What follows belongs to an exercise in optimizing a design on an open flow for small area; a production flow would make more cautious choices. In this exercise RTL edits were held to simulation tests only and were not proved equivalent to the original. Power is estimated from default activity; no workload was simulated.

== before ==
==> flow/design.v <==
module ft_core #(
    parameter RX_CAP      = 64,    
    parameter TX_CAP      = 40,    
    parameter PID_CONTROL = 8'h00,
    parameter PID_DATA    = 8'h01
) (
    input  wire        clk,
    input  wire        rst,           
    input  wire [31:0] now_us,        
    input  wire        lrx_valid,
    input  wire [7:0]  lrx_data,
    output wire        lrx_ready,
    input  wire [7:0]  host_max,
    output wire        hrx_valid,
    output wire [7:0]  hrx_data,
    output wire        hrx_last,
    output wire        hrx_empty,
    output wire [31:0] hrx_ts,
    input  wire        hrx_ready,
    input  wire        hwr_valid,
    input  wire [7:0]  hwr_data,
    input  wire        hwr_last,
    input  wire        hwr_empty,
    output wire        hwr_ready,
    output wire        wr_done,
    output wire [1:0]  wr_status,
    output wire        ltx_valid,
    output wire [7:0]  ltx_data,
    input  wire        ltx_ready
);
    localparam [7:0] FLAG    = 8'h7E;
    localparam [7:0] ESC     = 8'h7D;
    localparam [31:0] BSQ_MIN_INTERVAL_US = 10000;
    localparam NR = RX_CAP - 1;      
    localparam NT = TX_CAP - 3;      
    function ge_u8(input [7:0] a, input [7:0] b);
        integer i;
        reg g;
        begin
            g = 1'b1;
            for (i = 0; i < 8; i = i + 1)
                g = (a[i] & ~b[i]) | (~(a[i] ^ b[i]) & g);
            ge_u8 = g;
        end
    endfunction
    localparam [1:0] ST_SEND = 2'd0, ST_BSQ = 2'd1, ST_HOLD = 2'd2, ST_BADPARAM = 2'd3;
    reg [5:0]  cap;
    reg        bsq_valid;
    localparam [2:0] RX_OUTSIDE = 3'd0, RX_INSIDE = 3'd1, RX_ESCAPED = 3'd2,
                     RX_DELIVER = 3'd3, RX_BSN = 3'd4;
    reg [2:0]  rx_state;
    reg [6:0]  rx_len;       
    reg [31:0] rx_ts;
    reg        pid_ctl, pid_dat;
    reg [5:0]  rq;           
    reg [5:0]  rd_idx;       
    reg        hv;           
    wire       bsn_load;     
    reg        bsn_hi;       
    reg [7:0]  hd;
    reg [8*NR-1:0] rring;
    wire [7:0] rtap  = rring[8*NR-1 -: 8];    
    wire [5:0] rq_inc = (rq == NR) ? 6'd1 : rq + 6'd1;
    wire is_flag = (lrx_data == FLAG);
    wire is_esc  = (lrx_data == ESC);
    wire rx_in   = (rx_state == RX_INSIDE) || (rx_state == RX_ESCAPED);
    wire app     = (rx_state == RX_ESCAPED) || (rx_state == RX_INSIDE && !is_flag && !is_esc);
    wire rd_hit  = (rq == rx_len[5:0]);      
    wire slot_ok = (rx_len[6:1] == 6'd0) || rx_len[6] || rd_hit;
    assign lrx_ready = (rx_state == RX_OUTSIDE) || (rx_in && (!app || slot_ok));
    wire rx_take  = lrx_valid && lrx_ready;
    wire r_we     = rx_take && app;
    wire [7:0] app_byte = {lrx_data[7:6], lrx_data[5] ^ (rx_state == RX_ESCAPED), lrx_data[4:0]};
    wire frame_fits = (rx_len != RX_CAP + 1) && ge_u8(host_max, {1'b0, rx_len});
    wire is_bsn     = frame_fits && pid_ctl && rx_len == 7'd3;
    wire is_data    = frame_fits && pid_dat;
    always @(posedge clk) begin
        rring <= {rring[8*NR-9:0], r_we ? app_byte : rtap};
        rq    <= (r_we && rx_len == 7'd1) ? 6'd2 : rq_inc;
    end
    assign hrx_last  = (rd_idx == rx_len[5:0]);
    assign hrx_empty = (rd_idx == 6'd1);
    assign hrx_valid = hv;
    assign hrx_data  = hd;
    assign hrx_ts    = rx_ts;
    always @(posedge clk) begin
        if (rst) begin
            rx_state <= RX_OUTSIDE;
            hv       <= 1'b0;
        end else begin
            case (rx_state)
                RX_OUTSIDE: begin
                    if (rx_take && is_flag) begin
                        rx_len   <= 0;
                        rx_ts    <= now_us;
                        rx_state <= RX_INSIDE;
                    end
                end
                RX_INSIDE, RX_ESCAPED: begin
                    if (rx_take) begin
                        if (app) begin
                            rx_state <= RX_INSIDE;
                            if (rx_len == 7'd0) begin
                                pid_ctl <= (app_byte == PID_CONTROL);
                                pid_dat <= (app_byte == PID_DATA);
                            end
                            if (rx_len != RX_CAP + 1)
                                rx_len <= rx_len + 7'd1;
                        end else if (is_esc) begin
                            rx_state <= RX_ESCAPED;
                        end else if (rx_len == 7'd0) begin
                            rx_ts <= now_us;             
                        end else begin
                            rd_idx <= rx_len[5:0];
                            rx_len <= 7'd1;
                            hv     <= (rx_len == 7'd1) && is_data;
                            rx_state <= is_data ? RX_DELIVER :
                                        is_bsn  ? RX_BSN : RX_OUTSIDE;
                        end
                    end
                end
                RX_DELIVER: begin
                    if (hv && hrx_ready && hrx_last) begin
                        hv       <= 1'b0;
                        rx_state <= RX_OUTSIDE;
                    end else if ((!hv || hrx_ready) && !hrx_last && rd_hit) begin
                        hd     <= rtap;
                        hv     <= 1'b1;
                        rx_len <= rx_len + 7'd1;
                    end else if (hrx_ready) begin
                        hv <= 1'b0;
                    end
                end
                default: begin       
                    if (bsn_load)
                        rx_state <= RX_OUTSIDE;
                end
            endcase
        end
    end
    wire bsn_busy = (rx_state == RX_BSN);
    localparam [1:0] TX_LOAD = 2'd0, TX_DECIDE = 2'd1, TX_SEND = 2'd2, TX_BSQ = 2'd3;
    reg [1:0] tx_state;
    reg [5:0] tx_n;        
    reg [5:0] enc_len;     
    reg [5:0] tq;          
    reg [1:0] snd_phase;   
    reg       snd_esc;     
    reg       lv;
    reg [7:0] ld;
    reg [8*NT-1:0] tring;
    wire [7:0] ttap  = tring[8*NT-1 -: 8];
    wire [5:0] tq_inc = (tq == NT - 1) ? 6'd0 : tq + 6'd1;
    wire wr_special = (hwr_data == FLAG) || (hwr_data == ESC);
    wire tx_full    = (enc_len[5:1] == TX_CAP / 2) || (enc_len == TX_CAP + 2);
    wire [5:0] enc_step = (tx_state == TX_LOAD) ? {4'd0, wr_special, !wr_special} : 6'h3F;
    wire [5:0] enc_sum  = enc_len + enc_step;
    wire t_hit      = (tq == tx_n);
    wire t_slot_ok  = hwr_empty || (tx_n == 6'd0) || tx_full || t_hit;
    assign hwr_ready = (tx_state == TX_LOAD) && !bsn_busy && t_slot_ok;
    wire wr_take = hwr_valid && hwr_ready;
    wire t_we    = wr_take && !hwr_empty;
    always @(posedge clk) begin
        tring <= {tring[8*NT-9:0], t_we ? hwr_data : ttap};
        tq    <= (t_we && tx_n == 6'd0) ? 6'd1 : tq_inc;
    end
    reg [31:0] bq;
    reg [3:0]  bph;
    reg [1:0]  dpass;      
    reg        el_b;       
    reg        el_ge;      
    wire [1:0] bq_tap = bq[31:30];
    wire [1:0] now_b  = now_us[2*bph +: 2];
    wire [2:0] el_d   = {1'b0, now_b} - {1'b0, bq_tap} - {2'd0, el_b & (bph != 4'd0)};
    wire [1:0] lim_n  = BSQ_MIN_INTERVAL_US[2*bph +: 2];
    wire       ge_out = (bph == 4'd0) ? 1'b1 :
                        (el_d[1:0] == lim_n) ? el_ge : ge_u8({6'd0, el_d[1:0]}, {6'd0, lim_n});
    wire        too_big  = (enc_len == TX_CAP + 1) || (enc_len == TX_CAP + 2);
    wire        can_send = ge_u8({2'b0, cap}, {2'b0, enc_len});
    wire        bsq_due  = !bsq_valid || el_ge;
    wire        decide   = (tx_state == TX_DECIDE);
    wire        bq_we    = decide && dpass == 2'd2 && wr_status == ST_BSQ;
    always @(posedge clk) begin
        bph <= rst ? 4'd0 : bph + 4'd1;
        bq  <= {bq[29:0], bq_we ? now_b : bq_tap};
        if (decide && dpass == 2'd1) begin
            el_b  <= el_d[2];
            el_ge <= ge_out;
        end
        if (rst || !decide)
            dpass <= 2'd0;
        else if (bph == 4'd15)
            dpass <= (dpass == 2'd2) ? 2'd0 : dpass + 2'd1;
    end
    assign wr_done   = decide && dpass == 2'd2 && bph == 4'd15;
    assign bsn_load  = bsn_busy && rd_hit && !decide;
    assign wr_status = too_big  ? ST_BADPARAM :
                       can_send ? ST_SEND :
                       bsq_due  ? ST_BSQ : ST_HOLD;
    wire lfree     = !lv || ltx_ready;
    wire t_special = (ttap == FLAG) || (ttap == ESC);
    always @(posedge clk) begin
        if (rst) begin
            tx_state <= TX_LOAD;
            tx_n     <= 0;
            enc_len  <= 3;
            lv       <= 1'b0;
        end else begin
            if (ltx_ready)
                lv <= 1'b0;
            case (tx_state)
                TX_LOAD: begin
                    if (t_we) begin
                        tx_n    <= tx_n + 6'd1;
                        if (!too_big)
                            enc_len <= enc_sum;
                    end
                    if (wr_take && hwr_last)
                        tx_state <= TX_DECIDE;
                end
                TX_DECIDE: begin
                    tx_n      <= 0;
                    snd_phase <= 0;
                    snd_esc   <= 1'b0;
                    if (wr_done) begin
                        case (wr_status)
                            ST_SEND: tx_state <= TX_SEND;
                            ST_BSQ:  begin tx_state <= TX_BSQ; enc_len <= 3; end
                            default: begin tx_state <= TX_LOAD; enc_len <= 3; end
                        endcase
                    end
                end
                default: begin       
                    if (lfree) begin
                        case (snd_phase)
                            2'd0: begin
                                ld <= FLAG; lv <= 1'b1;
                                snd_phase <= 2'd1;
                            end
                            2'd1: begin
                                ld <= (tx_state == TX_SEND) ? PID_DATA : PID_CONTROL; lv <= 1'b1;
                                snd_phase <= (tx_state == TX_SEND && enc_len != 6'd3) ? 2'd2 : 2'd3;
                            end
                            2'd2: begin
                                if (t_hit) begin
                                    lv <= 1'b1;
                                    enc_len <= enc_sum;
                                    if (enc_len == 6'd4)
                                        snd_phase <= 2'd3;
                                    if (!snd_esc && t_special) begin
                                        ld      <= ESC;
                                        snd_esc <= 1'b1;
                                    end else begin
                                        ld      <= {ttap[7:6], ttap[5] ^ snd_esc, ttap[4:0]};
                                        snd_esc <= 1'b0;
                                        tx_n    <= tx_n + 6'd1;
                                    end
                                end
                            end
                            default: begin
                                ld <= FLAG; lv <= 1'b1;
                                tx_n     <= 0;
                                tx_state <= TX_LOAD;
                            end
                        endcase
                    end
                end
            endcase
        end
    end
    assign ltx_valid = lv;
    assign ltx_data  = ld;
    always @(posedge clk) begin
        if (rst) begin
            cap       <= 6'd0;
            bsq_valid <= 1'b0;
            bsn_hi    <= 1'b0;
        end else begin
            bsn_hi <= bsn_load;
            if (bsn_load)
                cap <= (rtap[7:6] != 2'd0) ? 6'h3F : rtap[5:0];
            else if (bsn_hi && rtap != 8'd0)
                cap <= 6'h3F;
            else if (wr_done && wr_status == ST_SEND)
                cap <= 6'd0;
            if (wr_done && wr_status == ST_BSQ)
                bsq_valid <= 1'b1;
        end
    end
endmodule
clock: 10.0 ns
lec_check: 0
cap_margin: 20
core_margin: 2
core_utilization: 75
place_density: 0.85
slew_margin: 20
standard.sh (not shown) runs the stock make flow with config.mk's settings and CLKGATE_MAP_FILE= SYNTH_SCRIPT=/design/flow/synth_recipe.tcl, a recipe that flattens the netlist after the stock synthesis.
==> flow/flow/run.sh <==
#!/bin/bash
# Own layout flow: the standard ORFS flow (standard.sh, unchanged synthesis),
# with clock tree synthesis told not to add dummy balancing loads, to cluster
# the flip-flops into groups of up to 16 behind clkbuf_8 leaf buffers and to
# build the tree above them from clkbuf_2, and with the port buffers made from
# the smallest buffer cell. Each tool's full output is in the ORFS logs under
# orfs/logs/; make's own output goes to standard.log here.
set -euo pipefail
export CTS_ARGS="-sink_clustering_enable -repair_clock_nets -dont_use_dummy_load -buf_list {sky130_fd_sc_hd__clkbuf_2} -sink_clustering_buffer sky130_fd_sc_hd__clkbuf_8 -sink_clustering_size 16 -sink_clustering_max_diameter 200"
export BUFFER_PORTS_ARGS="-buffer_cell sky130_fd_sc_hd__buf_1"
bash standard.sh finish > standard.log 2>&1
#### Input delta (after over before)
--- a/flow/design.v
+++ b/flow/design.v
@@ -150,11 +150,11 @@
     reg [7:0] ld;
     reg [8*NT-1:0] tring;
     wire [7:0] ttap  = tring[8*NT-1 -: 8];
     wire [5:0] tq_inc = (tq == NT - 1) ? 6'd0 : tq + 6'd1;
     wire wr_special = (hwr_data == FLAG) || (hwr_data == ESC);
-    wire tx_full    = (enc_len[5:1] == TX_CAP / 2) || (enc_len == TX_CAP + 2);
+    wire tx_full    = (enc_len[5:1] == TX_CAP / 2);
     wire [5:0] enc_step = (tx_state == TX_LOAD) ? {4'd0, wr_special, !wr_special} : 6'h3F;
     wire [5:0] enc_sum  = enc_len + enc_step;
     wire t_hit      = (tq == tx_n);
     wire t_slot_ok  = hwr_empty || (tx_n == 6'd0) || tx_full || t_hit;
     assign hwr_ready = (tx_state == TX_LOAD) && !bsn_busy && t_slot_ok;
@@ -173,11 +173,11 @@
     wire [1:0] now_b  = now_us[2*bph +: 2];
     wire [2:0] el_d   = {1'b0, now_b} - {1'b0, bq_tap} - {2'd0, el_b & (bph != 4'd0)};
     wire [1:0] lim_n  = BSQ_MIN_INTERVAL_US[2*bph +: 2];
     wire       ge_out = (bph == 4'd0) ? 1'b1 :
                         (el_d[1:0] == lim_n) ? el_ge : ge_u8({6'd0, el_d[1:0]}, {6'd0, lim_n});
-    wire        too_big  = (enc_len == TX_CAP + 1) || (enc_len == TX_CAP + 2);
+    wire        too_big  = (enc_len == TX_CAP + 1);
     wire        can_send = ge_u8({2'b0, cap}, {2'b0, enc_len});
     wire        bsq_due  = !bsq_valid || el_ge;
     wire        decide   = (tx_state == TX_DECIDE);
     wire        bq_we    = decide && dpass == 2'd2 && wr_status == ST_BSQ;
     always @(posedge clk) begin
@@ -210,12 +210,11 @@
                 lv <= 1'b0;
             case (tx_state)
                 TX_LOAD: begin
                     if (t_we) begin
                         tx_n    <= tx_n + 6'd1;
-                        if (!too_big)
-                            enc_len <= enc_sum;
+                        enc_len <= tx_full ? TX_CAP + 1 : enc_sum;
                     end
                     if (wr_take && hwr_last)
                         tx_state <= TX_DECIDE;
                 end
                 TX_DECIDE: begin
==> results.txt <==
after gives more routability-driven placement congestion ratio than before did. Starting density of the core in after is 0.23 points higher than in before. The setup slack of after is smaller than that of before. after against before: chip width essentially unchanged, cell area after synthesis higher, count of non-CTS inverters in the layout climbed 16%, wire length of the first global-routing pass down about 5.5%. Compare before and after | internal power consumption higher: after.

re-timing with driven ports:
In the flow no input, the clock included, has a driving cell. The finished layouts below were timed again as built, in two steps.
Step 1 (the two cells are an assumption about what drives the block):
set clk [get_ports {clk}]
set_driving_cell -lib_cell sky130_fd_sc_hd__clkbuf_16 $clk
set_driving_cell -lib_cell sky130_fd_sc_hd__buf_2 [delete_from_list [all_inputs] $clk]
Step 2 times the ports against the registers' clock, not the clock port: input delays grow and output delays shrink by t, the midpoint of the rising clock arrivals with the driver on.
a / b / c = ideal ports / drivers / drivers and shift; a / b = the first two.
| run | t (ns) | slack for setup (ns) | worst data-port slew with drivers (ns) |
|---|---|---|---|
| before | 0.899 | 4.879 / 4.853 / 4.853 | 0.06 |
| after | 0.914 | 4.448 / 4.400 / 4.588 | 0.06 |
After both steps every run listed still meets setup and hold. The setup slack of before, which loses most, moves by -0.026 ns with the drivers and by -0.026 ns with both steps.
